This is an optimization exercise on Yosys and OpenROAD, whose aim is small area, a short achievable clock period and few clock cycles per item, not a production implementation. RTL that was checked went through simulation tests only; none was proved equivalent to the original. Function not checked in runs 3 to 5: the RTL went through the layout flow alone. No activity file was given, so power comes from the tool's default toggle rates.

[design/flow/config.mk]
export PLATFORM = sky130hd
export DESIGN_NAME = radio_mode_fsm
export DESIGN_NICKNAME = radio_mode_fsm
export VERILOG_FILES = /design/flow/design.v
export SDC_FILE = /design/flow/constraint.sdc
export NUM_CORES = 4
export LEC_CHECK = 0
export ABC_AREA = 1
export CAP_MARGIN = 20
export CORE_MARGIN = 2
export CORE_UTILIZATION = 45
export CTS_BUF_LIST = sky130_fd_sc_hd__clkbuf_4
export PLACE_DENSITY = 0.55
export SETUP_SLACK_MARGIN = 5.0
export SLEW_MARGIN = 20
[design/flow/constraint.sdc]
create_clock -name core_clock -period 8.0 [get_ports {clk}]
set_input_delay 1.6000 -clock core_clock [delete_from_list [all_inputs] [get_ports {clk}]]
set_output_delay 1.6000 -clock core_clock [all_outputs]
set_load 0.01 [all_outputs]
[design/flow/design.v]
module radio_mode_fsm #(
    parameter [7:0]  CHANNEL_RESET = 8'h0B,
    parameter [15:0] CCACFG_RESET  = 16'h0000
) (
    input  wire        clk,
    input  wire        rst,             
    input  wire        in_valid,
    output wire        in_ready,
    input  wire        in_kind,         
    input  wire [31:0] in_word,
    input  wire [31:0] in_arg,
    input  wire        in_abortable,    
    input  wire        in_ack_req,      
    input  wire [31:0] pool_handle,
    output wire        pool_take,
    output wire        rsp_valid,
    output wire [31:0] rsp_word,
    output wire        out_valid,
    output wire [31:0] out_w0,
    output wire [31:0] out_w1,
    output wire [1:0]  need,
    output reg  [7:0]  hw_channel,
    output reg  [15:0] hw_cca,
    output wire [7:0]  fault
);
    localparam [4:0] ST_DIS   = 5'b00_000, ST_SLEEP = 5'b00_001,
                     ST_WT    = 5'b01_000, ST_WRF   = 5'b01_001,
                     ST_RXH   = 5'b01_010, ST_RXF   = 5'b01_011,
                     ST_ED    = 5'b01_100, ST_CCA   = 5'b01_101,
                     ST_TXACK = 5'b10_000, ST_CCATX = 5'b10_001,
                     ST_TXF   = 5'b10_010, ST_RXACK = 5'b10_011,
                     ST_CC    = 5'b10_100;
    localparam [3:0] E_RXS  = 4'b0000, E_DIS  = 4'b0001,
                     E_AM0  = 4'b0010, E_AM1  = 4'b0011,
                     E_RXC0 = 4'b0100, E_RXC1 = 4'b0101,
                     E_TXC  = 4'b0110, E_TSG  = 4'b0111,
                     E_ACK0 = 4'b1000, E_ACK1 = 4'b1001,
                     E_ATO  = 4'b1010, E_TSR  = 4'b1011,
                     E_EDC  = 4'b1100, E_EDC1 = 4'b1101,   
                     E_CCA0 = 4'b1110, E_CCA1 = 4'b1111;
    localparam [2:0] R_TX = 3'd0, R_RX = 3'd1, R_ED = 3'd2, R_EDAB = 3'd3,
                     R_CCA = 3'd4, R_CCAAB = 3'd5;
    reg  [4:0]  state;
    reg         ts_granted;
    reg  [31:0] rx_buffer;
    reg         rx_none;             
    reg         pending_rx;
    reg         resume;
    reg         job_ack_req;
    reg  [31:0] job_frame;           
    reg  [7:0]  cfg_channel;
    reg         pending_channel;
    reg  [15:0] cfg_cca;
    reg         pending_cca;
    reg         cs_held;
    reg  [2:0]  fault_r;
    reg  [3:0]  evq [0:15];          
    reg  [4:0]  evq_tail;            
    reg  [3:0]  evq_head;
    reg  [4:0]  evq_count;           
    reg  [3:0]  evq_last;            
    reg         ed_held;             
    reg  [7:0]  energy;
    reg         ready_r;
    reg         ok_r;                
    reg         take_r;
    reg         rsp_v;
    reg  [3:0]  rsp_lo;
    reg  [3:0]  rsp_hi;
    reg         rec_v;
    reg  [2:0]  rec_type;
    reg  [7:0]  rec_lo;
    assign in_ready  = ready_r && ok_r;
    assign pool_take = take_r && ok_r;
    assign rsp_valid = rsp_v && ok_r;
    assign rsp_word  = {24'd0, rsp_hi, rsp_lo};
    assign out_valid = rec_v && ok_r;
    assign out_w0    = {5'b10000, rec_type, 16'd0, rec_lo};
    assign out_w1    = job_frame;
    assign need      = state[4:3];
    assign fault     = {5'd0, fault_r};
    wire sDIS   = state == ST_DIS;
    wire sSLEEP = state == ST_SLEEP;
    wire sWT    = state == ST_WT;
    wire sWRF   = state == ST_WRF;
    wire sRXH   = state == ST_RXH;
    wire sRXF   = state == ST_RXF;
    wire sED    = state == ST_ED;
    wire sCCA   = state == ST_CCA;
    wire sTXACK = state == ST_TXACK;
    wire sCCATX = state == ST_CCATX;
    wire sTXF   = state == ST_TXF;
    wire sRXACK = state == ST_RXACK;
    wire sCC    = state == ST_CC;
    wire recv   = sWRF || sRXH || sRXF || sTXACK;
    wire txfam  = sCCATX || sTXF || sRXACK;
    wire inset  = sSLEEP || sWT || sWRF;           
    wire probe_legal = recv || (sSLEEP && ts_granted) || (sWT && !resume && ts_granted);
    wire probe_res   = (sSLEEP && !ts_granted) || (sWT && !resume && !ts_granted);
    reg  [3:0] state_code;           
    always @* begin
        case (state)
            ST_DIS:   state_code = 4'd0;
            ST_SLEEP: state_code = 4'd1;
            ST_WT:    state_code = 4'd2;
            ST_WRF:   state_code = 4'd3;
            ST_RXH:   state_code = 4'd4;
            ST_RXF:   state_code = 4'd5;
            ST_TXACK: state_code = 4'd6;
            ST_CCATX: state_code = 4'd7;
            ST_TXF:   state_code = 4'd8;
            ST_RXACK: state_code = 4'd9;
            ST_ED:    state_code = 4'd10;
            ST_CCA:   state_code = 4'd11;
            default:  state_code = 4'd12;
        endcase
    end
    wire queued  = (evq_tail != 5'd0);   
    wire drain   = ok_r && !take_r && !cs_held && queued;
    wire last    = ({1'b0, evq_head} + 5'd1 == evq_tail);    
    wire [3:0] qcode = evq[evq_head];
    wire [7:0] opc = in_word[31:24];
    wire b0        = in_word[0];
    wire acc       = in_valid && ready_r && ok_r;
    wire acc_cmd   = acc && !in_kind;
    wire acc_ev    = acc && in_kind;
    wire [4:0] cop = opc[4:0];           
    wire c_CSE = acc_cmd && cop == 5'h0E;
    wire c_CSX = acc_cmd && cop == 5'h0F;
    wire [3:0] dcode = (opc[5] || opc[3]) ? {opc[5] && opc[0], opc[5] && !opc[0], opc[5], 1'b1}
                                          : {opc[2:0], b0};
    wire dev   = acc_ev && !cs_held;             
    wire enq   = acc_ev && cs_held;              
    wire qev   = drain || (c_CSX && queued);     
    wire evgo  = dev || qev;
    wire [3:0] ecode = (ready_r && in_kind) ? dcode : qcode;
    wire eb    = ecode[0];
    wire paired = (dcode[3:1] == 3'b001) || (dcode[3:1] == 3'b010) ||
                  (dcode[3:1] == 3'b110) || (dcode[3:1] == 3'b111);
    wire tsr_drop = evq_count != 5'd0 && evq_last == E_TSR && dcode != E_TSG;
    wire drop  = (dcode == E_ACK0) ||
                 (evq_count != 5'd0 && dcode[3:1] == evq_last[3:1] &&
                  (paired || dcode[0] == evq_last[0])) ||
                 tsr_drop;
    wire store = enq && !drop;
    wire d_EDC = dcode[3:1] == 3'b110;
    reg        e_erl;           
    reg        e_fresh;         
    reg        e_chg;           
    reg  [4:0] e_state;
    reg        e_into;          
    reg        e_ts_set, e_ts_clr;
    reg        e_res_set;
    reg        e_none_set;      
    reg        e_rec;
    reg  [2:0] e_rtype;
    reg  [1:0] e_lo;
    always @* begin
        e_erl = 1'b0; e_fresh = 1'b0; e_chg = 1'b0; e_state = state; e_into = 1'b0;
        e_ts_set = 1'b0; e_ts_clr = 1'b0; e_res_set = 1'b0; e_none_set = 1'b0;
        e_rec = 1'b0; e_rtype = R_TX; e_lo = 2'd0;
        case (ecode)
            E_RXS: begin
                e_chg = sWRF; e_state = ST_RXH;
            end
            E_DIS: begin
                e_chg = sDIS; e_state = ST_SLEEP; e_into = sDIS;
            end
            E_AM0: begin
                e_chg = sRXH; e_state = ST_WRF; e_into = sRXH;
            end
            E_AM1: begin
                e_chg = sRXH; e_state = ST_RXF;
            end
            E_RXC0: begin
                e_erl = sRXF; e_fresh = sRXF; e_into = sRXF;
                e_rec = sRXF; e_rtype = R_RX;
            end
            E_RXC1: begin
                e_chg = sRXF; e_state = ST_TXACK; e_none_set = sRXF;
                e_rec = sRXF; e_rtype = R_RX;
            end
            E_TXC: begin
                e_erl = sTXACK || (sTXF && !job_ack_req);
                e_into = e_erl;
                e_chg = sTXF && job_ack_req; e_state = ST_RXACK;
                e_rec = sTXF && !job_ack_req;
            end
            E_TSG: begin
                e_ts_set = 1'b1;
                e_erl = sWT && !resume && !pending_rx;
                e_chg = sWT && resume; e_state = ST_CC;
            end
            E_ACK1, E_ATO: begin
                e_erl = sRXACK; e_into = sRXACK;
                e_rec = sRXACK; e_lo = {ecode[1], 1'b0};
            end
            E_TSR: begin
                e_ts_clr = 1'b1;
                e_erl = recv || sED || sCCA || txfam;
                e_into = 1'b1;
                e_chg = sDIS || sCC; e_state = sDIS ? ST_SLEEP : ST_WT;
                e_res_set = sCC;
                e_rec = sED || sCCA || txfam;
                e_rtype = sED ? R_EDAB : sCCA ? R_CCAAB : R_TX;
                e_lo = {2{txfam}};
            end
            E_EDC, E_EDC1: begin
                e_erl = sED; e_into = sED;
                e_rec = sED; e_rtype = R_ED;
            end
            E_CCA0, E_CCA1: begin
                e_erl = sCCA || (sCCATX && eb); e_into = e_erl;
                e_chg = sCCATX && !eb; e_state = ST_TXF;
                e_rec = e_erl;
                e_rtype = sCCA ? R_CCA : R_TX;
                e_lo = {1'b0, eb};
            end
            default: ;       
        endcase
    end
    reg        k_erl;
    reg        k_chg;
    reg  [4:0] k_state;
    reg        k_into;
    reg        k_prx_clr, k_res_clr, k_none_clr;
    reg  [3:0] k_rsp;
    always @* begin
        k_erl = 1'b0; k_chg = 1'b0; k_state = state; k_into = 1'b0;
        k_prx_clr = 1'b0; k_res_clr = 1'b0; k_none_clr = 1'b0; k_rsp = 4'd1;
        case (cop)
            5'h01: begin                                         
                k_chg = (sWT && !resume) || sWRF || (sRXH && in_abortable);
                k_state = ST_DIS;
                k_prx_clr = k_chg; k_res_clr = k_chg;
                k_rsp = k_chg ? 4'd1 : 4'd2;
            end
            5'h02: begin                                         
                k_erl = sSLEEP || sCC || (sWT && resume);
                k_into = sCC;
                k_rsp = (k_erl || sWT || recv) ? 4'd1 : 4'd2;
            end
            5'h03: begin                                         
                k_chg = sWRF || sRXH || sRXF;
                k_state = b0 ? ST_CCATX : ST_TXF;
                k_rsp = k_chg ? 4'd1 : sWT ? 4'd4 : 4'd2;
            end
            5'h04, 5'h05, 5'h06: begin                           
                k_chg = probe_legal;
                k_state = cop[1] ? ST_CC : cop[0] ? ST_CCA : ST_ED;
                k_prx_clr = k_chg; k_res_clr = k_chg;
                k_rsp = probe_legal ? 4'd1 : probe_res ? 4'd4 : 4'd2;
            end
            5'h09: begin                                         
                k_chg = pending_rx && sWT;
                k_state = ts_granted ? ST_WRF : ST_WT;
                k_prx_clr = k_chg; k_none_clr = k_chg;
                k_rsp = k_chg ? 4'd9 : 4'd1;
            end
            default: ;
        endcase
    end
    wire pool_zero = (pool_handle == 32'd0);
    wire cmdq      = (cop == 5'h0F) && queued;   
    wire       ts_E    = e_ts_set ? 1'b1 : e_ts_clr ? 1'b0 : ts_granted;
    wire       bz_E    = rx_none || e_fresh;
    wire       none_E  = bz_E && pool_zero;
    wire [4:0] state_E = e_erl ? {4'b0100, !none_E && ts_E} : e_chg ? e_state : state;
    wire       rxn_E   = e_erl ? none_E : (e_none_set || rx_none);
    wire       prx_E   = e_erl ? none_E : pending_rx;
    wire       res_E   = e_res_set || (resume && !e_erl && !(e_chg && ecode == E_TSG));
    wire       take_E  = e_erl && bz_E;
    wire       none_K  = rx_none && pool_zero;
    wire [4:0] state_K = cmdq ? state_E :
                         k_erl ? {4'b0100, !none_K && ts_granted} : k_chg ? k_state : state;
    wire       rxn_K   = cmdq ? rxn_E : k_erl ? none_K : rx_none && !k_none_clr;
    wire       prx_K   = cmdq ? prx_E : k_erl ? none_K : pending_rx && !k_prx_clr;
    wire       res_K   = cmdq ? res_E : resume && !k_erl && !k_res_clr;
    wire       ts_K    = cmdq ? ts_E : ts_granted;
    wire       take_K  = cmdq ? take_E : k_erl && rx_none;
    wire       into_K  = cmdq ? e_into : k_into;
    wire       rec_K   = cmdq && e_rec;
    wire ev_now  = in_kind && !cs_held;          
    wire [4:0] n_state = acc ? (in_kind ? (cs_held ? state : state_E) : state_K)
                             : (drain ? state_E : state);
    wire n_rx_none     = acc ? (in_kind ? (cs_held ? rx_none : rxn_E) : rxn_K)
                             : (drain ? rxn_E : rx_none);
    wire n_pending_rx  = acc ? (in_kind ? (cs_held ? pending_rx : prx_E) : prx_K)
                             : (drain ? prx_E : pending_rx);
    wire n_resume      = acc ? (in_kind ? (cs_held ? resume : res_E) : res_K)
                             : (drain ? res_E : resume);
    wire n_ts          = acc ? (in_kind ? (cs_held ? ts_granted : ts_E) : ts_K)
                             : (drain ? ts_E : ts_granted);
    wire take          = acc ? (in_kind ? ev_now && take_E : take_K) : drain && take_E;
    wire into_set      = acc ? (in_kind ? ev_now && e_into : into_K) : drain && e_into;
    wire rec           = acc ? (in_kind ? ev_now && e_rec : rec_K) : drain && e_rec;
    wire n_cs = c_CSE ? 1'b1 : c_CSX ? 1'b0 : cs_held;
    wire c_CHU = acc_cmd && cop == 5'h0A;
    wire c_CCU = acc_cmd && cop == 5'h0B;
    wire upd_channel = (pending_channel && into_set) || (c_CHU && inset);
    wire upd_cca     = (pending_cca && into_set) || (c_CCU && inset);
    wire n_pending_channel = (pending_channel && !into_set) || (c_CHU && !inset);
    wire n_pending_cca     = (pending_cca && !into_set) || (c_CCU && !inset);
    wire [7:0] n_rec_lo = (e_rtype == R_ED) ? (dev ? in_word[7:0] : energy) : {6'd0, e_lo};
    wire [3:0] n_rsp_hi = (cop == 5'h08) ? state_code : 4'd0;
    wire z23_8 = (in_word[23:8] == 16'd0);
    wire z7_1  = (in_word[7:1] == 7'd0);
    reg        ev_ok;
    always @* begin
        case (opc)
            8'h40, 8'h43, 8'h45, 8'h48, 8'h60, 8'h61: ev_ok = z23_8 && z7_1 && !b0;
            8'h41, 8'h42, 8'h44, 8'h47:               ev_ok = z23_8 && z7_1;
            8'h46:                                    ev_ok = z23_8;
            default:                                  ev_ok = 1'b0;
        endcase
    end
    reg cmd_ok;
    always @* begin
        case (opc)
            8'h01, 8'h02, 8'h04, 8'h05, 8'h06, 8'h08, 8'h09, 8'h0A, 8'h0B,
            8'h0E, 8'h0F: cmd_ok = z23_8 && z7_1 && !b0;
            8'h03:        cmd_ok = z23_8 && z7_1;
            8'h10:        cmd_ok = z23_8;
            8'h11:        cmd_ok = in_word[23:16] == 8'd0;
            default:      cmd_ok = 1'b0;
        endcase
    end
    wire needs_cs = (opc >= 8'h01 && opc <= 8'h06) || (opc >= 8'h08 && opc <= 8'h0B);
    wire arg_zero = (in_arg == 32'd0);
    reg  [2:0] step_fault;
    always @* begin
        step_fault = 3'd0;
        if (in_kind) begin
            if (!ev_ok)
                step_fault = 3'd1;
            else if (cs_held && evq_count[4])
                step_fault = 3'd6;
        end else begin
            if (!cmd_ok)
                step_fault = 3'd1;
            else if ((opc == 8'h03 || opc == 8'h09) && arg_zero)
                step_fault = 3'd7;
            else if (needs_cs && !cs_held)
                step_fault = 3'd2;
            else if (opc == 8'h0E && cs_held)
                step_fault = 3'd3;
            else if (opc == 8'h0F && !cs_held)
                step_fault = 3'd4;
        end
    end
    wire faulting = acc && (step_fault != 3'd0);
    wire [4:0] n_tail = qev ? (last ? 5'd0 : evq_tail) : (store ? evq_tail + 5'd1 : evq_tail);
    wire n_ready = !take && (n_cs || n_tail == 5'd0);
    always @(posedge clk) begin
        if (rst) begin
            state           <= ST_SLEEP;
            ts_granted      <= 1'b0;
            rx_none         <= 1'b1;
            pending_rx      <= 1'b0;
            resume          <= 1'b0;
            cfg_channel     <= CHANNEL_RESET;
            hw_channel      <= CHANNEL_RESET;
            pending_channel <= 1'b0;
            cfg_cca         <= CCACFG_RESET;
            hw_cca          <= CCACFG_RESET;
            pending_cca     <= 1'b0;
            cs_held         <= 1'b0;
            fault_r         <= 3'd0;
            evq_tail        <= 5'd0;
            evq_head        <= 4'd0;
            evq_count       <= 5'd0;
            ed_held         <= 1'b0;
            ready_r         <= 1'b1;
            ok_r            <= 1'b1;
            take_r          <= 1'b0;
            rsp_v           <= 1'b0;
            rec_v           <= 1'b0;
        end else begin
            state           <= n_state;
            ts_granted      <= n_ts;
            rx_none         <= n_rx_none;
            pending_rx      <= n_pending_rx;
            resume          <= n_resume;
            pending_channel <= n_pending_channel;
            pending_cca     <= n_pending_cca;
            cs_held         <= n_cs;
            if (acc_cmd && cop == 5'h10)
                cfg_channel <= in_word[7:0];
            if (acc_cmd && cop == 5'h11)
                cfg_cca <= in_word[15:0];
            if (acc)
                fault_r <= step_fault;
            ready_r         <= n_ready;
            ok_r            <= ok_r && !faulting;
            take_r          <= take;
            rsp_v           <= acc_cmd;
            rec_v           <= rec;
            if (upd_channel)
                hw_channel <= cfg_channel;
            if (upd_cca)
                hw_cca <= cfg_cca;
            evq_tail <= n_tail;
            if (c_CSE) begin
                evq_count <= 5'd0;
                ed_held   <= 1'b0;
            end
            if (enq) begin
                evq_count <= evq_count + 5'd1;
                if (d_EDC)
                    ed_held <= 1'b1;
            end
            if (qev)
                evq_head <= last ? 4'd0 : evq_head + 4'd1;
        end
    end
    always @(posedge clk) begin
        if (acc_cmd && cop == 5'h03 && !txfam)
            job_ack_req <= in_ack_req;
        if (!txfam)
            job_frame <= (sED || sCCA) ? 32'd0 :
                         (sRXF && !(acc_cmd && cop == 5'h03)) ? rx_buffer : in_arg;
        rsp_lo      <= acc_cmd ? k_rsp : 4'd1;
        rsp_hi      <= n_rsp_hi;
        rec_type    <= e_rtype;
        rec_lo      <= n_rec_lo;
        if (rx_none || (evgo && e_fresh))
            rx_buffer <= (acc_cmd && cop == 5'h09) ? in_arg : pool_handle;
        if (enq && d_EDC && !ed_held)
            energy <= in_word[7:0];
        if (enq && !tsr_drop)
            evq_last <= dcode;
        if (store)
            evq[evq_tail[3:0]] <= dcode;
    end
endmodule
[design/flow/flow/run.sh]
#!/bin/bash
# The standard layout (standard.sh), with every port buffered by a
# sky130_fd_sc_hd__buf_1 instead of the cell buffer_ports picks by default.
set -euo pipefail
export BUFFER_PORTS_ARGS="-buffer_cell sky130_fd_sc_hd__buf_1"
bash standard.sh > standard.log 2>&1
[design/flow/standard.sh]
#!/bin/bash
# synth_recipe.tcl (not shown) runs the flow's synth.tcl, then flattens the netlist and writes it again
# the make line also repeats each setting of config.mk as NAME=value (left out here)
make -C /OpenROAD-flow-scripts/flow DESIGN_CONFIG=/design/flow/config.mk WORK_HOME=/design/flow/orfs CLKGATE_MAP_FILE= SYNTH_SCRIPT=/design/flow/synth_recipe.tcl "${@:-finish}"
==> results of run 1 <==
cells by family after synthesis:
kind of cell,Yosys count,share of synthesized area
DFF,247,0.514
adders and majority gates,7,0.00709
AOI/OAI and AO/OA,268,0.119
xor gates and xnor gates,7,0.00496
other,2,0.000608
buffers and inverters,283,0.109
muxes,2,0.00162
and+or+nand+nor,687,0.243
metrics by stage:
stage               utilization  std cells
global placement          0.492       1984
detailed placement        0.492       1984
finish                    0.572       2160
floorplan                     -       1551
global route              0.572       2160
CTS                       0.539       2121
synth_stat cells (3+ instances only):
master / count / area share
nand4_1: 18 / 0.0091
nand3_1: 112 / 0.045
xor2_1: 5 / 0.0035
nand2_1: 306 / 0.093
nor3_1: 21 / 0.0085
nor2_1: 174 / 0.053
a211oi_1: 5 / 0.0030
a31oi_1: 4 / 0.0020
o31ai_1: 3 / 0.0018
nand2_4: 3 / 0.0027
ha_1: 7 / 0.0071
o211ai_1: 7 / 0.0043
a21oi_2: 10 / 0.0071
a21oi_1: 90 / 0.036
o21ai_1: 4 / 0.0016
nand2_2: 22 / 0.011
dfxtp_1: 106 / 0.17
inv_2: 8 / 0.0024
o21ai_0: 128 / 0.052
buf_6: 9 / 0.0082
buf_4: 53 / 0.032
o22ai_1: 4 / 0.0020
inv_1: 174 / 0.053
nor2_4: 3 / 0.0027
buf_2: 4 / 0.0016
clkbuf_1: 31 / 0.0094
nor4_1: 16 / 0.0081
nor2_2: 3 / 0.0015
edfxtp_1: 141 / 0.34
power groups by stage:
| stage | logic (W) | registers (W) | clock network, W |
|---|---|---|---|
| after detailed placement | 0.000255 | 0.00145 | 0 |
| after CTS | 0.000281 | 0.00142 | 0.00125 |
| after global placement | 0.000256 | 0.00144 | 0 |
| after floorplan | 0.000170 | 0.00145 | 0 |
| final | 0.000320 | 0.00142 | 0.00121 |
| after global routing | 0.000350 | 0.00142 | 0.00131 |
layer usage:
layer,part of all wire,GRT usage
met1,0.44,0.328
met2,0.47,0.393
met3,0.071,0.0534
met4,0.020,0.0762
met5,0,0
cell type report:
cell class | instances | area share
Antenna cell | 2 | 0.000325
Timing Repair inverter | 1 | 0.000406
Multi-Input combinational cell | 1024 | 0.367
Tap cell | 341 | 0.0277
Clock inverter | 13 | 0.00658
Inverter | 184 | 0.0480
Sequential cell | 247 | 0.413
Clock buffer | 109 | 0.0531
Timing Repair Buffer | 239 | 0.0839
flip-flops by register name, indices dropped and copies added (netlist names), 4 cells and up, named ones only:
register     cells
evq_last         4
hw_cca          16
cfg_channel      8
evq_tail         5
cfg_cca         16
evq_head         4
energy           8
rsp_hi           4
job_frame       32
rx_buffer       32
state            5
evq             64
rsp_lo           4
hw_channel       8
evq_count        5
rec_lo           8
path summary, 6_finish.rpt:
path / slack (ps) / from / to / depth (start not counted)
max: 4910 / in_word[27] / rx_buffer[27] / 15
max reg2reg: 5080 / flip-flop / rx_buffer[27] / 16
min reg2reg: 460 / cfg_cca[13] / hw_cca[13] / 2
min: 460 / cfg_cca[13] / hw_cca[13] / 2
worst max-delay path, stage by stage:
cell	delay, ps
buf_12	110
nor2_4	120
inv_4	60
o21ai_4	190
buf_6	150
nand2_2	50
nand2_2	90
nand2_4	100
nor2_4	120
nand2_2	80
buf_6	150
inv_4	50
nor2_4	60
a31oi_4	270
clkbuf_16	220
repair_timing:
item,4_1_cts,5_1_grt
endpoints found under the setup margin,228,183
buffers inserted,13,33
gates cloned,2,4
pin swaps,3,50
resized for setup,49,157
==> run notes, run 1 <==
The power share of the clock group was 0.411; the smallest setup slack after layout was 4910 ps. Of all nets on the critical path, the largest fanout is 8. The proportion of power drawn by flip-flops and latches is 0.481, and the max-capacitance violation count is 0. Once detail routing completed, the nets flagged for antenna violations numbered 0.

For the total of warnings raised by yosys, the log shows 1. The most used flip-flop cell after synthesis is edfxtp_1. The clock reaches the later pin of the worst-skew pair after 660 ps. In the final timing run, aggregate negative setup slack is 0 ps.

Clock-pin slew was measured on the worst setup and hold paths at 60 ps. The logs give 0.00295 W for the post-route total power and 0.0270 mm^2 for the placeable core region. The power dissipated by switching net loads was 0.000770 W. The combinational cell fraction of total power is 0.108. Counting every instance in the synthesized netlist gives 1503.

The switching part of the total is 0.261, and the signed area change from the synthesized netlist to the final layout is 24.8%. The largest net degree at the start of global routing is 65, and the number of antenna violations at the first check in global routing is 2. Measured along the x axis, the die boundary spans 170 um.

The startpoint-to-endpoint class of the critical path is input port to flip-flop. The post-placement worst setup slack is 3480 ps, and the detail-routed via count per cell is 5.20. The tools report the remaining routing DRC violations as 0. The library cells used most frequently in the layout, excluding fill and tap cells, are nand2_1 (269), buf_1 (173), inv_1 (155). The die extent in y works out to 170 um. The nature of the critical path endpoint was a flip-flop. The final layout contains routed wiring with a total length of 36.9 mm.

In this run, synthesis produced a sequential element count of 247. TritonCTS built the clock tree. The total number of H-tree levels is 3. Yosys mapped a number of flops with a built-in enable equal to 141. The tools report the via count of the routed design as 11.2k. For the final worst clock skew, the log shows 40.9 ps. The library cell used most frequently in the layout, excluding fill and tap cells, is nand2_1.

After synthesis, the mean cell area works out to 8.22 um^2. The final worst-path cycle share was 0.386. At the worst endpoint, the required time is 8350 ps. The classification of the worst-slack hold path is flip-flop to flip-flop. The run gives 24.5 mm as the detailed-placement wirelength estimate. The worst slew margin relative to its limit was 0.351; the max-slew violation total from the final report was 0. The first detailed-routing pass ran for 6 iterations. The number of nets in the layout was 1875. The first-pass GRT wire length was 54.6 mm.

The number of buffers created by CTS is 69. Setup repair after global routing could not meet its margin everywhere. The register area was 0.00636 mm^2; the via count of the first global-routing pass was 10.4k. For this run, the top clock speed supported by timing is 0.324 GHz. Counting the fill cells in the layout gives 2535.

The cell row count is 60. The tools report the nature of the critical path startpoint as an input port. Setup violations remaining at the end of the flow were counted as 0.

The internal portion of the total power is 0.00218 W. The logs give 6.30 nW for the static leakage and 460 ps for the tightest hold margin. At the pin with the least slew margin, the transition time is 972 ps. In this run the clock root is driven by a clkbuf_4. The first routing iteration left 958 violations. Async set-reset flop share out of synthesis: 0.

For the critical path arrival, the log shows 3430 ps. Global routing finished with a remaining overflow of 0. The synthesized netlist occupies a cell area of 0.0124 mm^2. The final number of hold-violating endpoints is 0, and the area used by multi-input combinational logic is 0.00566 mm^2. The power density over the cells is 191 mW/mm^2. The clock drives 247 sinks. The area of placed instances was 0.0133 mm^2; the share of post-route cells with drive strength above 1 was 0.210. The run gives 0.0288 mm^2 as the area enclosed by the die boundary. The number of buffers inserted by port buffering was 185; the final RePlAce weighted congestion was 0.989. The finished cells cover 0.0154 mm^2.

Dividing the detail-routed wire length by the instance count gives 17.1 um. The worst supply voltage drop on vdd is 0.000111 V, and the share of the yosys chip area belonging to registers is 0.514. Yosys mapped the design onto 51 distinct sky130hd cell types. The clock passes through at most 3 buffers. The run finished with no timing, DRC or antenna violations.

The starting density of the core was 0.458. The logs give 236 for the number of ports placed on the die boundary and 0 for the count of hold-fix buffers inserted at cts. The worst path needs 3090 ps of the cycle, external delays included. Global-route usage over all layers: 0.243.
Testbench counts, summed over its fixed seeds: cycles 33,341, items 32,000.
==> inputs of run 2 (changes only) <==
--- a/design/flow/config.mk
+++ b/design/flow/config.mk
@@ -11,5 +11,5 @@
 export CORE_UTILIZATION = 45
 export CTS_BUF_LIST = sky130_fd_sc_hd__clkbuf_4
-export PLACE_DENSITY = 0.55
+export PLACE_DENSITY = 0.62
 export SETUP_SLACK_MARGIN = 5.0
 export SLEW_MARGIN = 20
==> run 2 against run 1 <==
Against the previous run: cell area decreased by 2.6%; clock-buffer cell count increased by 1; combinational power decreased by 5%; area after synthesis unchanged; worst setup slack improved by 100 ps; sequential share of layout area increased by 1.1 points; global-route usage decreased by 0.33 points; largest cell class unchanged; clock power about the same; cell count decreased by 0.32%.
==> run notes, run 2 <==
The run finished with no timing, DRC or antenna violations. The total of warnings raised by yosys is 1 (unchanged), and the proportion of netlist area held by the largest area contributor is 0.343 (unchanged). Post-placement worst setup slack: 3490 ps (was 3480 ps). The tools report the terminus of the critical flop-to-flop path as hw_cca[6] (was rx_buffer[27]). The cell with the most instances after synthesis was nand2_1 (unchanged). The tools report the critical path arrival as 1380 ps (was 3430 ps). Peak-usage layer in the global routing report: met2 (unchanged). The final number of hold-violating endpoints was 0 (unchanged). The logs give 0.0150 mm^2 (was 0.0154 mm^2) for the final instance area and 0.514 (unchanged) for the share of the yosys chip area belonging to registers. First-pass GRT wire length: 54.2 mm (was 54.6 mm).

The logs give 65 (unchanged) for the largest net degree at the start of global routing and 741 (was 958) for the DRC violation total after the first TritonRoute iteration. The static leakage came out at 6.19 nW (was 6.30 nW). The logs give 10.4k (about the same) for the via count of the first global-routing pass and 48.0 ps (was 40.9 ps) for the final worst clock skew. Classification of the worst-slack hold path: flip-flop to flip-flop (unchanged).

The time the final worst path needs with I/O delays and setup is 2980 ps (was 3090 ps). The required time of the critical path is 6400 ps (was 8350 ps). The logs give 1864 (was 1875) for the number of nets in the layout and 0.0133 mm^2 (unchanged) for the area of placed instances. The average footprint of a synthesized cell works out to 8.22 um^2 (unchanged). Highest-count cells in the layout ignoring fill and taps: nand2_1 (282), buf_1 (173), inv_1 (157) (was nand2_1 (269), buf_1 (173), inv_1 (155)).

The biggest fanout along the worst timing path is 2 (was 8), and the remaining routing DRC violations is 0 (unchanged). The number of buffers created by CTS came out at 68 (was 69). The most frequent standard cell in the layout excluding fill and tap cells was nand2_1 (unchanged). The antenna violation net count after detailed routing was 0 (unchanged); the share of post-route cells with drive strength above 1 was 0.183 (was 0.210).

Cell accounting for the most synthesized area: edfxtp_1 (unchanged). Main area contributors after synthesis: edfxtp_1 (34%), dfxtp_1 (17%), nand2_1 (9.3%), inv_1 (5.3%), nor2_1 (5.3%) (unchanged). The logs give 0 (unchanged) for the max-capacitance violation count and 0.458 (unchanged) for the starting density of the core. The max-slew violation total from the final report was 0 (unchanged). The number of flip-flops in the largest register is 64 (unchanged), and the die width is 170 um (unchanged). The die extent in y came out at 170 um (unchanged).

Number of storage elements in the synthesis netlist: 247 (unchanged). The pin slew with the least headroom to its limit came out at 926 ps (was 972 ps). The tools report the library cell used as clock root buffer as clkbuf_4 (unchanged). The total number of H-tree levels came out at 3 (unchanged). The worst slew margin relative to its limit was 0.382 (was 0.351). The first-pass iteration count of the detailed router is 5 (was 6).

Most used flip-flop cell after synthesis: edfxtp_1 (unchanged). Detail-routed via count per cell: 5.15 (was 5.20). The maximum number of buffers from clock root to sink is 3 (unchanged). The nature of the critical path endpoint is an output port (was a flip-flop).

The tools report the setup slack on the worst flop-to-flop path as 5200 ps (was 5080 ps). The met2 demand-to-capacity share in global routing is 0.402 (was 0.393). For the met1 track demand over resource, the log shows 0.310 (was 0.328).

The number of ports placed on the die boundary came out at 236 (unchanged). The global-route usage over all layers is 0.240 (was 0.243). The detail-routed net length per standard cell was 16.4 um (was 17.1 um); the async set-reset flop share out of synthesis was 0 (unchanged).

The via count of the routed design was 11.1k (was 11.2k). The smallest setup slack after layout was 5020 ps (was 4910 ps). The tools report the nature of the critical path startpoint as a flip-flop (was an input port). The logs give 2 (unchanged) for the number of antenna violations at the first check in global routing and 0.000116 V (was 0.000111 V) for the worst supply voltage drop on vdd. The detailed-placement wirelength estimate is 23.9 mm (was 24.5 mm).

The signed area change from the synthesized netlist to the final layout was 21.5% (was 24.8%). The count of hold-fix buffers inserted at cts is 0 (unchanged). The clock sink count was 247 (unchanged); the residual overflow from global routing was 0 (unchanged).

The number of buffers inserted by port buffering was 185 (unchanged); the upper clock frequency limit was 0.335 GHz (was 0.324 GHz). The global-route met3 utilization came out at 0.0518 (was 0.0534). The count of flip-flops with a built-in enable after synthesis works out to 141 (unchanged). Top cells by count, synth: nand2_1 (306), inv_1 (174), nor2_1 (174) (unchanged). The run gives 0 ps (unchanged) as the setup total negative slack. The setup violation total in the final timing report was 0 (unchanged); the post-detailed-routing wire length was 35.2 mm (was 36.9 mm). The cell count after synthesis was 1503 (unchanged); the clock slew at the register clock pins of the worst setup and hold paths was 60 ps (about the same). The power density over the cells is 196 mW/mm^2 (was 191 mW/mm^2). The tools report the hold path startpoint as cfg_cca[5] (was cfg_cca[13]).

The clock latency on the worst-skew pair is 700 ps (was 660 ps). The share of the core filled with cells came out at 0.557 (was 0.572). TritonCTS built the clock tree.

The number of cells on the worst hold path was 2 (unchanged); the cell row count was 60 (unchanged). The post-synthesis cell area is 0.0124 mm^2 (unchanged). The area enclosed by the die boundary was 0.0288 mm^2 (unchanged). Worst reg2reg path depth: 19 (was 16). Final RePlAce weighted congestion: 0.952 (was 0.989).

Final worst-path cycle share: 0.373 (was 0.386). Setup repair after global routing could not meet its margin everywhere. The run gives 0.0270 mm^2 (unchanged) as the placeable core region. The startpoint-to-endpoint class of the critical path is flip-flop to output port (was input port to flip-flop). The tools report the hold path endpoint as hw_cca[5] (was hw_cca[13]). The run gives 51 (unchanged) as the post-synthesis cell type count.
==> run 2: through the flow <==
step                      hold slack, ps  cells  total power (W)
final                                450   2153          0.00295
after global routing                 461   2153          0.00308
after CTS                            436   2128          0.00295
after detailed placement             448   1984          0.00170
after global placement               443   1984          0.00170
after floorplan                      429   1551          0.00162
==> run 2: where the power goes <==
part / switching [W] / internal [W]
logic: 0.000212 / 0.0000921
clock network: 0.000540 / 0.000688
registers: 0.0000184 / 0.00140
==> run 2: cells by family (layout without fill, tap and decap cells) <==
family | Yosys count | after routing | synth area share
simple gates | 687 | 688 | 0.243
buf+inv | 283 | 537 | 0.109
compound gates | 268 | 270 | 0.119
flops | 247 | 247 | 0.514
fa+ha+maj | 7 | 7 | 0.00709
xor+xnor | 7 | 7 | 0.00496
other cells | 2 | 54 | 0.000608
mux | 2 | 2 | 0.00162
==> run 2: routing by layer <==
| metal | share of wire | wire length (um) |
|---|---|---|
| met5 | 0 | 0 |
| met4 | 0.019 | 680 |
| met3 | 0.070 | 2450 |
| met2 | 0.48 | 16800 |
| met1 | 0.43 | 15300 |
==> run 2: worst max path at each step <==
| stage | depth (start not counted) | slack (ps) | to | start |
|---|---|---|---|---|
| 4_1_cts | 17 | 4930 | ready_r | in_valid |
| 5_1_grt | 20 | 4910 | ready_r | in_word[26] |
| 3_3_place_gp | 12 | 3540 | rx_buffer[5] | in_word[29] |
| 3_5_place_dp | 12 | 3490 | rx_buffer[5] | in_word[29] |
| 6_report | 3 | 5020 | in_ready | ready_r |
| 2_1_floorplan | 12 | 4270 | rx_buffer[0] | in_word[27] |
==> run 2: layout make-up <==
| type | count | area, um^2 |
|---|---|---|
| multi-input cells | 1024 | 5420 |
| repair buffers | 228 | 1110 |
| fillers | 2555 | 11900 |
| clock buffers | 110 | 826 |
| diodes | 4 | 10.0 |
| clock inverters | 13 | 116 |
| well taps | 341 | 427 |
| inverters | 184 | 727 |
| repair inverters | 2 | 8.76 |
| flip-flops and latches | 247 | 6360 |
==> run 2: worst max-delay path, stage by stage, from the launching register on <==
cell	delay (ps)
dfxtp_1	380
nand2_1	100
inv_1	90
buf_2	130
==> run 2: repair_timing <==
item                                    in CTS  in global routing
gates resized for setup                     49                 81
setup buffers                               17                 20
gates cloned                                 4                  1
pin swaps                                    8                 26
endpoints found under the setup margin     226                186
==> inputs of run 3 (changes only) <==
--- a/design/flow/design.v
+++ b/design/flow/design.v
@@ -61,5 +61,4 @@
     reg  [3:0]  evq_last;            
     reg         ed_held;             
-    reg  [7:0]  energy;
     reg         ready_r;
     reg         ok_r;                
@@ -302,5 +301,7 @@
     wire n_pending_channel = (pending_channel && !into_set) || (c_CHU && !inset);
     wire n_pending_cca     = (pending_cca && !into_set) || (c_CCU && !inset);
-    wire [7:0] n_rec_lo = (e_rtype == R_ED) ? (dev ? in_word[7:0] : energy) : {6'd0, e_lo};
+    wire ld_energy = enq && d_EDC && !ed_held;
+    wire ld_rec_lo = ld_energy || (rec && !(e_rtype == R_ED && !dev));
+    wire [7:0] n_rec_lo = (e_rtype == R_ED) ? in_word[7:0] : {6'd0, e_lo};
     wire [3:0] n_rsp_hi = (cop == 5'h08) ? state_code : 4'd0;
     wire z23_8 = (in_word[23:8] == 16'd0);
@@ -423,9 +424,8 @@
         rsp_hi      <= n_rsp_hi;
         rec_type    <= e_rtype;
-        rec_lo      <= n_rec_lo;
+        if (ld_rec_lo)
+            rec_lo <= n_rec_lo;
         if (rx_none || (evgo && e_fresh))
             rx_buffer <= (acc_cmd && cop == 5'h09) ? in_arg : pool_handle;
-        if (enq && d_EDC && !ed_held)
-            energy <= in_word[7:0];
         if (enq && !tsr_drop)
             evq_last <= dcode;
--- a/design/flow/config.mk
+++ b/design/flow/config.mk
@@ -9,7 +9,7 @@
 export CAP_MARGIN = 20
 export CORE_MARGIN = 2
-export CORE_UTILIZATION = 45
-export CTS_BUF_LIST = sky130_fd_sc_hd__clkbuf_4
-export PLACE_DENSITY = 0.62
+export CORE_UTILIZATION = 40
+export CTS_BUF_LIST = sky130_fd_sc_hd__clkbuf_8
+export PLACE_DENSITY = 0.6
 export SETUP_SLACK_MARGIN = 5.0
 export SLEW_MARGIN = 20
==> run 3 against run 2 <==
Against the previous run: worst hold slack improved by 28 ps; combinational power increased by 6%; global-route usage decreased by 1.8 points; die area increased by 12%; register-to-register slack got worse by 140 ps; critical endpoint is now rec_lo[4]; largest power group unchanged.
==> run notes, run 3 <==
The run finished with no timing, DRC or antenna violations. The logs give 57.8 mm (was 54.2 mm) for the first-pass GRT wire length and 54 (was 51) for the post-synthesis cell type count. TritonCTS built the clock tree. The first-pass iteration count of the detailed router came out at 5 (unchanged). Max-slew violation total from the final report: 0 (unchanged). The proportion of netlist area held by the largest area contributor works out to 0.342 (was 0.343).

Total of warnings raised by yosys: 1 (unchanged). Most frequent standard cell in the layout excluding fill and tap cells: nand2_1 (unchanged). The required time of the critical path is 8270 ps (was 6400 ps), and the final RePlAce weighted congestion is 0.917 (was 0.952). The nature of the critical path endpoint is a flip-flop (was an output port).

The tools report the residual overflow from global routing as 0 (unchanged). The power density over the cells works out to 177 mW/mm^2 (was 196 mW/mm^2). For the post-synthesis cell area, the log shows 0.0124 mm^2 (about the same).

The top layer used by detailed routing was met4 (unchanged). The capture point of the critical path was rec_lo[4] (was in_ready). The count of hold-fix buffers inserted at cts was 0 (unchanged). The run gives 0 (was 4) as the antenna cell count.

Setup repair after global routing could not meet its margin everywhere. The worst reg2reg path depth was 18 (was 19); the cell row count was 64 (was 60). The startpoint of the most critical setup path is in_word[29] (was ready_r).

The final worst-path cycle share is 0.394 (was 0.373), and the worst slew margin relative to its limit is 0.463 (was 0.382). The starting density of the core is 0.406 (was 0.458), and the final worst clock skew is 27.4 ps (was 48.0 ps). For the number of antenna violations at the first check in global routing, the log shows 0 (was 2).

The run gives 58 (was 65) as the largest net degree at the start of global routing. The logs give 25.6 mm (was 23.9 mm) for the detailed-placement wirelength estimate and 0.222 (was 0.240) for the global-route usage over all layers. The length of routed met3 wiring was 2.64 mm (was 2.45 mm); the antenna violation net count after detailed routing was 0 (unchanged). The run gives 0 (unchanged) as the remaining routing DRC violations.

The run gives 0.00277 W (was 0.00295 W) as the post-route total power. The most used flip-flop cell after synthesis was edfxtp_1 (unchanged). Main area contributors after synthesis: edfxtp_1 (34%), dfxtp_1 (16%), nand2_1 (9.4%), inv_1 (5.5%), nor2_1 (5.1%) (was edfxtp_1 (34%), dfxtp_1 (17%), nand2_1 (9.3%), inv_1 (5.3%), nor2_1 (5.3%)). The share of post-route cells with drive strength above 1 is 0.202 (was 0.183). The final number of hold-violating endpoints was 0 (unchanged).

The time the final worst path needs with I/O delays and setup was 3160 ps (was 2980 ps); the number of buffers created by CTS was 41 (was 68). The placeable core region came out at 0.0305 mm^2 (was 0.0270 mm^2). The number of storage elements in the synthesis netlist was 239 (was 247); the via count of the routed design was 11.2k (was 11.1k).

The wire length on met1 was 16.8 mm (was 15.3 mm). The classification of the worst-slack hold path is flip-flop to flip-flop (unchanged). The cell count after synthesis is 1515 (was 1503). Highest-count cells in the layout ignoring fill and taps: nand2_1 (273), inv_1 (189), buf_1 (178) (was nand2_1 (282), buf_1 (173), inv_1 (157)).

The post-detailed-routing wire length was 37.5 mm (was 35.2 mm). The nature of the critical path startpoint is an input port (was a flip-flop). The detail-routed net length per standard cell works out to 17.1 um (was 16.4 um). The number of flip-flops in the largest register was 64 (unchanged). The number of fill cells in the layout was 2898 (was 2555); the clock slew at the register clock pins of the worst setup and hold paths was 60 ps (about the same). The worst supply voltage drop on vdd is 0.000178 V (was 0.000116 V). The count of flip-flops with a built-in enable after synthesis is 141 (unchanged), and the average footprint of a synthesized cell is 8.17 um^2 (was 8.22 um^2). The tools report the via count of the first global-routing pass as 10.7k (was 10.4k). Die width: 180 um (was 170 um). Top cells by count, synth: nand2_1 (311), inv_1 (182), nor2_1 (168) (was nand2_1 (306), inv_1 (174), nor2_1 (174)).

The DRC violation total after the first TritonRoute iteration was 759 (was 741). The terminus of the critical flop-to-flop path was rec_lo[4] (was hw_cca[6]). The run gives 236 (unchanged) as the number of ports placed on the die boundary. The startpoint-to-endpoint class of the critical path is input port to flip-flop (was flip-flop to output port). The signed area change from the synthesized netlist to the final layout works out to 26.4% (was 21.5%).

The run gives 3430 ps (was 1380 ps) as the critical path arrival. The cell accounting for the most synthesized area is edfxtp_1 (unchanged). For the setup total negative slack, the log shows 0 ps (unchanged). The biggest fanout along the worst timing path came out at 6 (was 2).

The tools report the clock sink count as 239 (was 247). The tools report the max-capacitance violation count as 0 (unchanged). The area enclosed by the die boundary came out at 0.0324 mm^2 (was 0.0288 mm^2).

The run gives 1876 (was 1864) as the number of nets in the layout. The maximum number of buffers from clock root to sink was 3 (unchanged). The async set-reset flop share out of synthesis came out at 0 (unchanged).

The detail-routed via count per cell was 5.11 (was 5.15). The run gives 0.317 GHz (was 0.335 GHz) as the upper clock frequency limit. The tools report the met2 wire length as 17.2 mm (was 16.8 mm). The share of the yosys chip area belonging to registers was 0.500 (was 0.514).

Cell with the most instances after synthesis: nand2_1 (unchanged). The setup slack on the worst flop-to-flop path was 5060 ps (was 5200 ps). The number of buffers inserted by port buffering came out at 185 (unchanged).

For the static leakage, the log shows 6.64 nW (was 6.19 nW). The die extent in y works out to 180 um (was 170 um). The total number of H-tree levels was 2 (was 3). The tools report the library cell used as clock root buffer as clkbuf_8 (was clkbuf_4). The run gives 550 ps (was 700 ps) as the clock latency on the worst-skew pair. The pin slew with the least headroom to its limit works out to 798 ps (was 926 ps). The setup violation total in the final timing report is 0 (unchanged).
-- run 3: cell count changes in the layout (fill, tap and decap cells not counted), moves of 21 or more --
cell,delta
inv_1,+32
clkbuf_8,+45
buf_4,+24
o21ai_0,-21
clkbuf_4,-112
nand3_2,+27
-- run 3: routing by layer --
metal  track usage  vias to the layer above
met5             0                        -
met4        0.0647                        0
met3        0.0462                       80
met2         0.350                      446
met1         0.309                     5232
li1              -                     5454
-- run 3: worst min path at each step --
| stage | slack, ps | startpoint | cells past startpoint | to |
|---|---|---|---|---|
| 2_1_floorplan | 440 | cfg_cca[7] | 2 | hw_cca[7] |
| 3_3_place_gp | 460 | cfg_channel[3] | 2 | cfg_channel[3] |
| 3_5_place_dp | 460 | cfg_channel[3] | 2 | cfg_channel[3] |
| 4_1_cts | 480 | hw_channel[3] | 2 | hw_channel[3] |
| 5_1_grt | 500 | hw_channel[3] | 2 | hw_channel[3] |
| 6_report | 480 | hw_channel[3] | 2 | hw_channel[3] |
-- run 3: final cells by class --
type                       instances  area (um^2)  share of cell area
clock buffer                      45          619              0.0396
tap                              396          495              0.0317
inverter                         198          810              0.0517
timing repair inverter             2         12.5            0.000799
multi-input combinational       1030         5970               0.381
clock inverter                    30          174              0.0111
sequential                       239         6200               0.396
timing repair buffer             255         1380              0.0879
-- run 3: metrics by stage --
stage	setup slack [ps]	hold slack [ps]	utilization	cells	cell area, um^2
CTS	4950	484	0.495	2164	15100
global placement	3780	457	0.444	2048	13600
global route	4750	503	0.513	2195	15700
finish	4840	478	0.513	2195	15700
detailed placement	3670	463	0.444	2048	13600
floorplan	4520	441	-	1563	13000
-- run 3: timing repair --
action	4_1_cts	5_1_grt
resized for setup	99	72
cloned	7	3
setup endpoints to repair	214	154
setup buffers	34	28
pin swaps	37	45
-- run 3: logic make-up after synthesis --
kind of cell             share of synthesized area
AND/OR/NAND/NOR                              0.257
buffers and inverters                        0.116
AO/OA/AOI/OAI                                0.107
flip-flops                                   0.500
multiplexers                               0.00728
adder cells (fa/ha/maj)                    0.00707
XOR/XNOR                                   0.00424
other                                     0.000607
-- run 3: where the power goes --
group,internal [W],switching (W)
clock,0.000582,0.000497
sequential,0.00135,0.0000200
combinational,0.000104,0.000217
total,0.00204,0.000734
-- run 3: critical path, stage by stage --
cell and delay, ps:
buf_12 120, nor2_4 150, inv_4 70, o21ai_4 200, buf_6 140, nand2_4 60, nand2_8 100, nand2_4 80
nor2_4 90, nand2_1 60, nand2_2 100, nor2_1 80, o311ai_4 70, nand3_2 150, o22ai_4 190, buf_12 150
==> inputs of run 4 (changes only) <==
--- a/design/flow/config.mk
+++ b/design/flow/config.mk
@@ -9,7 +9,7 @@
 export CAP_MARGIN = 20
 export CORE_MARGIN = 2
-export CORE_UTILIZATION = 40
+export CORE_UTILIZATION = 55
 export CTS_BUF_LIST = sky130_fd_sc_hd__clkbuf_8
-export PLACE_DENSITY = 0.6
+export PLACE_DENSITY = 0.7
 export SETUP_SLACK_MARGIN = 5.0
 export SLEW_MARGIN = 20
==> run 4 against run 3 <==
Against the previous run: sequential cell count unchanged; largest cell class unchanged; fmax up 0.88%; die area down 27%; first-iteration DRC count up 55%; area after synthesis unchanged; synthesized cell count unchanged; clock-buffer cell count down 2; non-clock buffer count down 2; sequential power about the same; worst hold slack worse by 7.9 ps.
==> run notes, run 4 <==
Counting stages on the worst path, the most repeated cell is nand2_1. For the count of hold-fix buffers inserted at cts, the log shows 0 (unchanged). The detailed-placement wirelength estimate is 23.7 mm (was 25.6 mm), and the number of ports placed on the die boundary is 236 (unchanged).

The run gives 0 (unchanged) as the setup violation total in the final timing report. The area enclosed by the die boundary is 0.0237 mm^2 (was 0.0324 mm^2). The share of the yosys chip area belonging to registers came out at 0.500 (unchanged). The clock sink count was 239 (unchanged); the detail-routed net length per standard cell was 17.5 um (was 17.1 um). The startpoint-to-endpoint class of the critical path is input port to flip-flop (unchanged). Setup repair after global routing could not meet its margin everywhere.

The time the final worst path needs with I/O delays and setup was 3130 ps (was 3160 ps). The share of the core filled with cells was 0.712 (was 0.513); the async set-reset flop share out of synthesis was 0 (unchanged). The clock latency on the worst-skew pair came out at 550 ps (about the same).

The residual overflow from global routing was 0 (unchanged); the antenna cell count was 0 (unchanged). The tools report the max-capacitance violation count as 0 (unchanged). Cell-by-cell listing of the critical path: buf_12 -> inv_8 -> nor2_4 -> inv_4 -> o21ai_4 -> nand2_2 -> o31ai_2 -> nand2_1 -> nor2_2 -> nand2_4 -> nor2_4 -> nand2_2 -> o21ai_1 -> inv_1 -> nand2_1 -> o21ai_1 -> nand2_1 -> nand2_1 (was buf_12 -> nor2_4 -> inv_4 -> o21ai_4 -> buf_6 -> nand2_4 -> nand2_8 -> nand2_4 -> nor2_4 -> nand2_1 -> nand2_2 -> nor2_1 -> o311ai_4 -> nand3_2 -> o22ai_4 -> buf_12). Post-synthesis cell area: 0.0124 mm^2 (unchanged). Proportion of netlist area held by the largest area contributor: 0.342 (unchanged). The run gives 1761 (was 2898) as the number of fill cells in the layout. The number of buffers inserted by port buffering is 185 (unchanged).

The starting density of the core was 0.564 (was 0.406). The placeable core region is 0.0220 mm^2 (was 0.0305 mm^2), and the number of nets in the layout is 1872 (was 1876). TritonCTS built the clock tree. The share of post-route cells with drive strength above 1 was 0.215 (was 0.202); the post-placement worst setup slack was 3770 ps (was 3670 ps). The run gives 4870 ps (was 4840 ps) as the smallest setup slack after layout. Die width: 154 um (was 180 um). Most frequent standard cell in the layout excluding fill and tap cells: nand2_1 (unchanged). The DRC violation total after the first TritonRoute iteration was 1175 (was 759); the average footprint of a synthesized cell was 8.17 um^2 (unchanged).

The count of flip-flops with a built-in enable after synthesis is 141 (unchanged), and the critical path arrival is 3560 ps (was 3430 ps). The final number of hold-violating endpoints came out at 0 (unchanged). The number of buffers created by CTS was 39 (was 41); the total number of H-tree levels was 2 (unchanged).

The worst reg2reg path depth is 21 (was 18). The classification of the worst-slack hold path is flip-flop to flip-flop (unchanged). The most used flip-flop cell after synthesis is edfxtp_1 (unchanged). Cell row count: 54 (was 64). The post-route total power is 0.00275 W (was 0.00277 W). The cell with the most instances after synthesis is nand2_1 (unchanged). The run finished with no timing, DRC or antenna violations. The run gives 54 (unchanged) as the post-synthesis cell type count. The die extent in y was 154 um (was 180 um). For the maximum number of buffers from clock root to sink, the log shows 3 (unchanged). The remaining routing DRC violations is 0 (unchanged), and the power density over the cells is 176 mW/mm^2 (was 177 mW/mm^2).

For the first-pass iteration count of the detailed router, the log shows 6 (was 5). The clock slew at the register clock pins of the worst setup and hold paths is 60 ps (about the same). Library cell used as clock root buffer: clkbuf_8 (unchanged). The first-pass GRT wire length is 53.7 mm (was 57.8 mm).

The number of cells on the worst hold path came out at 2 (unchanged). The tools report the final RePlAce weighted congestion as 0.967 (was 0.917). The logs give 0.320 GHz (was 0.317 GHz) for the upper clock frequency limit and 58 (unchanged) for the largest net degree at the start of global routing. The setup total negative slack came out at 0 ps (unchanged).

The logs give 0.285 (was 0.222) for the global-route usage over all layers and 470 ps (was 478 ps) for the tightest hold margin. The cell accounting for the most synthesized area is edfxtp_1 (unchanged). Detail-routed via count per cell: 5.48 (was 5.11).

For the number of antenna violations at the first check in global routing, the log shows 0 (unchanged). The number of flip-flops in the largest register is 64 (unchanged). The run gives 1515 (unchanged) as the cell count after synthesis. The pin slew with the least headroom to its limit was 815 ps (was 798 ps); the final worst-path cycle share was 0.391 (was 0.394).

Main area contributors after synthesis: edfxtp_1 (34%), dfxtp_1 (16%), nand2_1 (9.4%), inv_1 (5.5%), nor2_1 (5.1%) (unchanged). Static leakage: 6.63 nW (was 6.64 nW). For the worst supply voltage drop on vdd, the log shows 0.000149 V (was 0.000178 V).

Top cells by count, synth: nand2_1 (311), inv_1 (182), nor2_1 (168) (unchanged). The logs give 11.4k (was 11.2k) for the via count of the routed design and 0 (unchanged) for the antenna violation net count after detailed routing. For the final worst clock skew, the log shows 26.7 ps (was 27.4 ps).

The worst slew margin relative to its limit is 0.456 (was 0.463). The longest individual stage delay on the worst path was 220 ps (was 200 ps); the number of storage elements in the synthesis netlist was 239 (unchanged). Nature of the critical path endpoint: a flip-flop (unchanged).

The via count of the first global-routing pass came out at 10.1k (was 10.7k). The standard cell with the maximum stage delay on the critical path is o31ai_2 (was o21ai_4). The run gives 0 (unchanged) as the max-slew violation total from the final report. The tools report the total of warnings raised by yosys as 1 (unchanged). The required time of the critical path is 8430 ps (was 8270 ps), and the biggest fanout along the worst timing path is 4 (was 6). For the post-detailed-routing wire length, the log shows 36.2 mm (was 37.5 mm).

Highest-count cells in the layout ignoring fill and taps: nand2_1 (260), inv_1 (185), buf_1 (177) (was nand2_1 (273), inv_1 (189), buf_1 (178)). The signed area change from the synthesized netlist to the final layout was 26.3% (was 26.4%). Nature of the critical path startpoint: an input port (unchanged).
[run 4: path summary, 6_finish.rpt]
path	startpoint	end	slack (ps)
hold / removal	cfg_channel[6]	hw_channel[6]	470
hold reg to reg	cfg_channel[6]	hw_channel[6]	470
setup / recovery	in_word[29]	ready_r	4870
setup reg to reg	flip-flop	hw_channel[2]	5060
[run 4: final cells by class]
class                           instances  area [um^2]  share of cell area
Clock buffer                           43          592              0.0379
Clock inverter                         28          173              0.0110
Inverter                              198          806              0.0515
Multi-Input combinational cell       1030         6100               0.390
Sequential cell                       239         6200               0.396
Tap cell                              280          350              0.0224
Timing Repair Buffer                  253         1410              0.0899
Timing Repair inverter                  2         12.5            0.000800
[run 4: report_power, final]
part           switching, W  internal [W]
Sequential        0.0000206       0.00135
Clock              0.000483      0.000561
Combinational      0.000225      0.000105
[run 4: routing by layer]
layer | vias up | track usage | wire length [um]
li1 | 5460 | - | -
met1 | 5276 | 0.409 | 15900
met2 | 550 | 0.451 | 16700
met3 | 72 | 0.0490 | 2860
met4 | 0 | 0.0765 | 758
met5 | - | 0 | 0
[run 4: what timing repair did]
item | in CTS | in global routing
resized for setup | 83 | 129
setup buffers | 29 | 31
endpoints found under the setup margin | 200 | 160
gates cloned | 7 | 3
pin swaps | 45 | 64
[run 4: metrics by stage]
| stage | area [um^2] | std cells |
|---|---|---|
| 2_1_floorplan | 13000 | 1563 |
| 4_1_cts | 14800 | 2039 |
| 3_5_place_dp | 13400 | 1932 |
| 3_3_place_gp | 13400 | 1932 |
| 6_report | 15600 | 2073 |
| 5_1_grt | 15600 | 2073 |
[run 4: kinds of logic (layout without fill, tap and decap cells)]
group / count (synthesis) / count (layout) / share of synthesized area
fa+ha+maj: 7 / 7 / 0.00707
simple gates: 707 / 711 / 0.257
flops: 239 / 239 / 0.500
xor+xnor: 6 / 6 / 0.00424
compound gates: 245 / 248 / 0.107
buf+inv: 301 / 524 / 0.116
other cells: 2 / 50 / 0.000607
mux: 8 / 8 / 0.00728
[run 4: critical path, delay by kind of cell]
kind / cells / cell delay (ps)
buffers and inverters: 4 / 290
and+or+nand+nor: 10 / 1130
AOI/OAI and AO/OA: 4 / 510
==> inputs of run 5 (changes only) <==
--- a/design/flow/config.mk
+++ b/design/flow/config.mk
@@ -9,7 +9,7 @@
 export CAP_MARGIN = 20
 export CORE_MARGIN = 2
-export CORE_UTILIZATION = 55
+export CORE_UTILIZATION = 50
 export CTS_BUF_LIST = sky130_fd_sc_hd__clkbuf_8
-export PLACE_DENSITY = 0.7
+export PLACE_DENSITY = 0.65
 export SETUP_SLACK_MARGIN = 5.0
 export SLEW_MARGIN = 20
==> run 5 against run 4 <==
Against the previous run: sequential cell count unchanged; sequential power barely moved; clock power is 8% higher; routed wire length is 0.37% higher; utilization shrank 6.8 points; critical path type unchanged; critical endpoint is now hw_cca[14]; largest cell class unchanged; highest routed layer unchanged.
==> run notes, run 5 <==
The run finished with no timing, DRC or antenna violations. The logs give 0.944 (was 0.967) for the final RePlAce weighted congestion and 239 (unchanged) for the clock sink count. The die extent in y is 161 um (was 154 um), and the worst reg2reg path depth is 18 (was 21). Total of warnings raised by yosys: 1 (unchanged). The share of post-route cells with drive strength above 1 works out to 0.209 (was 0.215). The tools report the count of hold-fix buffers inserted at cts as 0 (unchanged). The logs give 36.4 mm (was 36.2 mm) for the post-detailed-routing wire length and 5 (was 6) for the first-pass iteration count of the detailed router. The async set-reset flop share out of synthesis is 0 (unchanged), and the area enclosed by the die boundary is 0.0260 mm^2 (was 0.0237 mm^2). The longest individual stage delay on the worst path is 190 ps (was 220 ps).

The number of buffers inserted by port buffering is 185 (unchanged). The nature of the critical path endpoint was a flip-flop (unchanged). The run gives 42 (was 39) as the number of buffers created by CTS. The residual overflow from global routing was 0 (unchanged). The static leakage is 6.68 nW (was 6.63 nW), and the worst slew margin relative to its limit is 0.453 (was 0.456). The tools report the cell row count as 57 (was 54).

The logs give 0.0124 mm^2 (unchanged) for the post-synthesis cell area and 1027 (was 1175) for the DRC violation total after the first TritonRoute iteration. The most frequent standard cell in the layout excluding fill and tap cells is nand2_1 (unchanged). The run gives 0.00282 W (was 0.00275 W) as the post-route total power. TritonCTS built the clock tree.

Top cells by count, synth: nand2_1 (311), inv_1 (182), nor2_1 (168) (unchanged). The logs give 475 ps (was 470 ps) for the tightest hold margin and 0 (unchanged) for the remaining routing DRC violations. The tools report the number of non-filler instances in the completed layout as 2123 (was 2073). The nature of the critical path startpoint was an input port (unchanged).

For the max-capacitance violation count, the log shows 0 (unchanged). The logs give 0.0243 mm^2 (was 0.0220 mm^2) for the placeable core region and 11.4k (about the same) for the via count of the routed design. Capture point of the critical path: hw_cca[14] (was ready_r). The count of flip-flops with a built-in enable after synthesis works out to 141 (unchanged). The power density over the cells was 180 mW/mm^2 (was 176 mW/mm^2); the number of placed instances with taps included was 1976 (was 1932). The number of storage elements in the synthesis netlist works out to 239 (unchanged). The detail-routed net length per standard cell was 17.1 um (was 17.5 um); the maximum number of buffers from clock root to sink was 3 (unchanged). The classification of the worst-slack hold path is flip-flop to flip-flop (unchanged). The pin slew with the least headroom to its limit was 820 ps (was 815 ps).

Setup repair after global routing could not meet its margin everywhere. The standard cell with the maximum stage delay on the critical path was o21ai_4 (was o31ai_2). For the post-synthesis cell type count, the log shows 54 (unchanged). The signed area change from the synthesized netlist to the final layout is 26.6% (was 26.3%), and the setup slack on the worst flop-to-flop path is 5080 ps (was 5060 ps). The cell type with the highest occurrence count on the critical path was nand2_4 (was nand2_1).

The run gives 236 (unchanged) as the number of ports placed on the die boundary. The critical path arrival came out at 3680 ps (was 3560 ps). The upper clock frequency limit is 0.312 GHz (was 0.320 GHz).

Cell-by-cell listing of the critical path: buf_12 -> nor2_4 -> inv_4 -> o21ai_4 -> buf_6 -> nand2_4 -> nand2_8 -> nand2_4 -> nor2_4 -> nand2_2 -> nand2_4 -> nor2_2 -> nand2_2 -> nand2_4 -> nand2_8 -> nand2_8 -> nand3_2 -> nand2_2 -> nor2_2 (was buf_12 -> inv_8 -> nor2_4 -> inv_4 -> o21ai_4 -> nand2_2 -> o31ai_2 -> nand2_1 -> nor2_2 -> nand2_4 -> nor2_4 -> nand2_2 -> o21ai_1 -> inv_1 -> nand2_1 -> o21ai_1 -> nand2_1 -> nand2_1). The top cell family by delay on the critical path is simple AND/OR/NAND/NOR gates (unchanged). The tools report the global-route usage over all layers as 0.265 (was 0.285). The startpoint of the most critical setup path is in_word[29] (unchanged). Number of fill cells in the layout: 2138 (was 1761). The run gives 54.6 mm (was 53.7 mm) as the first-pass GRT wire length. The tools report the terminus of the critical flop-to-flop path as rec_lo[4] (was hw_channel[2]). The buffers plus inverters on the worst setup path was 3 (was 4); the final worst clock skew was 28.1 ps (was 26.7 ps).

Detail-routed via count per cell: 5.36 (was 5.48). The final number of hold-violating endpoints came out at 0 (unchanged). Main area contributors after synthesis: edfxtp_1 (34%), dfxtp_1 (16%), nand2_1 (9.4%), inv_1 (5.5%), nor2_1 (5.1%) (unchanged).

The via count of the first global-routing pass is 10.4k (was 10.1k), and the biggest fanout along the worst timing path is 8 (was 4). The number of nets in the layout was 1875 (was 1872). The die width is 161 um (was 154 um). The most used flip-flop cell after synthesis is edfxtp_1 (unchanged).

The tools report the antenna violation net count after detailed routing as 0 (unchanged). The setup violation total in the final timing report is 0 (unchanged), and the setup total negative slack is 0 ps (unchanged). Highest-count cells in the layout ignoring fill and taps: nand2_1 (266), inv_1 (184), buf_1 (177) (was nand2_1 (260), inv_1 (185), buf_1 (177)). The cell count after synthesis was 1515 (unchanged); the time the final worst path needs with I/O delays and setup was 3200 ps (was 3130 ps).

The startpoint-to-endpoint class of the critical path was input port to flip-flop (unchanged). The final worst-path cycle share came out at 0.400 (was 0.391). Cell accounting for the most synthesized area: edfxtp_1 (unchanged). The tools report the library cell used as clock root buffer as clkbuf_8 (unchanged). For the share of the yosys chip area belonging to registers, the log shows 0.500 (unchanged). The tools report the antenna cell count as 0 (unchanged). The starting density of the core came out at 0.509 (was 0.564). Max-slew violation total from the final report: 0 (unchanged). The tools report the worst supply voltage drop on vdd as 0.000147 V (was 0.000149 V). The detailed-placement wirelength estimate is 24.1 mm (was 23.7 mm), and the average footprint of a synthesized cell is 8.17 um^2 (unchanged).

The largest net degree at the start of global routing is 58 (unchanged). The proportion of netlist area held by the largest area contributor is 0.342 (unchanged), and the clock slew at the register clock pins of the worst setup and hold paths is 60 ps (about the same). The clock latency on the worst-skew pair was 560 ps (was 550 ps); the number of flip-flops in the largest register was 64 (unchanged).

The required time of the critical path came out at 8470 ps (was 8430 ps). The cell with the most instances after synthesis is nand2_1 (unchanged). The total number of H-tree levels is 2 (unchanged), and the number of antenna violations at the first check in global routing is 0 (unchanged).

The cell count along the critical path was 19 (was 18).
run 5: cell types whose count changed in the layout (fill, tap and decap cells not counted), moves of 4 or more:
cell      previous run  this run
nor2_1             122       129
nand2_1            260       266
nor4_1              19        23
nor2_4              40        35
clkbuf_8            43        51
nand2_2             36        28
nor4_2               6         1
nand2_4             24        28
run 5: kinds of logic (layout without fill, tap and decap cells):
kind of cell	Yosys count	count (layout)	share of synthesized area
other	2	50	0.000607
xor gates and xnor gates	6	6	0.00424
buffers and inverters	301	530	0.116
AOI/OAI and AO/OA	245	248	0.107
and+or+nand+nor	707	711	0.257
muxes	8	8	0.00728
adders and majority gates	7	7	0.00707
DFF	239	239	0.500
run 5: worst min path at each step:
| stage | start | to | depth (start not counted) |
|---|---|---|---|
| 2_1_floorplan | cfg_cca[7] | hw_cca[7] | 2 |
| 3_3_place_gp | cfg_cca[9] | hw_cca[9] | 2 |
| 3_5_place_dp | cfg_channel[0] | hw_channel[0] | 2 |
| 4_1_cts | cfg_channel[0] | hw_channel[0] | 2 |
| 5_1_grt | cfg_channel[0] | hw_channel[0] | 2 |
| 6_report | cfg_channel[0] | hw_channel[0] | 2 |
run 5: layer usage:
metal	GRT usage	part of all wire	up-vias
met3	0.0413	0.071	74
met1	0.382	0.44	5337
met4	0.0933	0.026	0
met5	0	0	-
met2	0.407	0.46	517
li1	-	-	5456
run 5: report_power, final:
part / switching [W] / internal (W) / leakage, nW
Clock: 0.000510 / 0.000612 / 0.477
Sequential: 0.0000203 / 0.00135 / 2.16
Combinational: 0.000218 / 0.000102 / 4.04
run 5: what timing repair did:
item / 4_1_cts / 5_1_grt
setup buffers: 40 / 21
resized for setup: 86 / 106
endpoints found under the setup margin: 213 / 146
pin swaps: 51 / 58
cloned: 7 / 2
run 5: metrics by stage:
stage	worst slack, ps	cell area [um^2]	util
floorplan	4520	13000	-
global placement	3740	13500	0.554
detailed placement	3690	13500	0.554
CTS	4980	15100	0.619
global route	4690	15700	0.644
finish	4800	15700	0.644
run 5: worst min-delay path: stages (launching register included):
cell,delay (ps)
dfxtp_1,340
nand2_2,50
nand3_1,60
run 5: final cells by class:
cell class	count	area, um^2	area share
repair inverters	2	10.0	0.000639
well taps	324	405	0.0259
inverters	198	805	0.0513
repair buffers	253	1360	0.0870
multi-input cells	1030	6040	0.386
clock inverters	26	143	0.00910
flip-flops and latches	239	6200	0.396
clock buffers	51	702	0.0448

[afterwards: timing with drivers on the ports]
Ports are ideal in the flow. The routed layouts listed here were re-timed in OpenROAD. Step 1: set_driving_cell puts a clkbuf_16 on clk and a buf_2 on each other input, an assumption about the parent block. Step 2 times the ports against the registers' clock, not the clock port: input delays grow and output delays shrink by t, the midpoint of the rising clock arrivals with the driver on. Slacks: no drivers / after step 1 / after step 2; pairs: no drivers / after step 1.
run	t, ns	slack for setup (ns)	worst setup path after step 2
run 1	0.690	4.912 / 4.892 / 4.202	input to register
run 2	0.718	5.015 / 4.970 / 4.313	input to register
run 3	0.587	4.845 / 4.833 / 4.246	input to register
run 4	0.579	4.873 / 4.838 / 4.258	input to register
run 5	0.590	4.799 / 4.781 / 4.191	input to register
After both steps setup and hold are still met in every run listed. For run 1, which loses most, drivers alone change the setup slack by -0.020 ns; drivers and shift together by -0.710 ns.
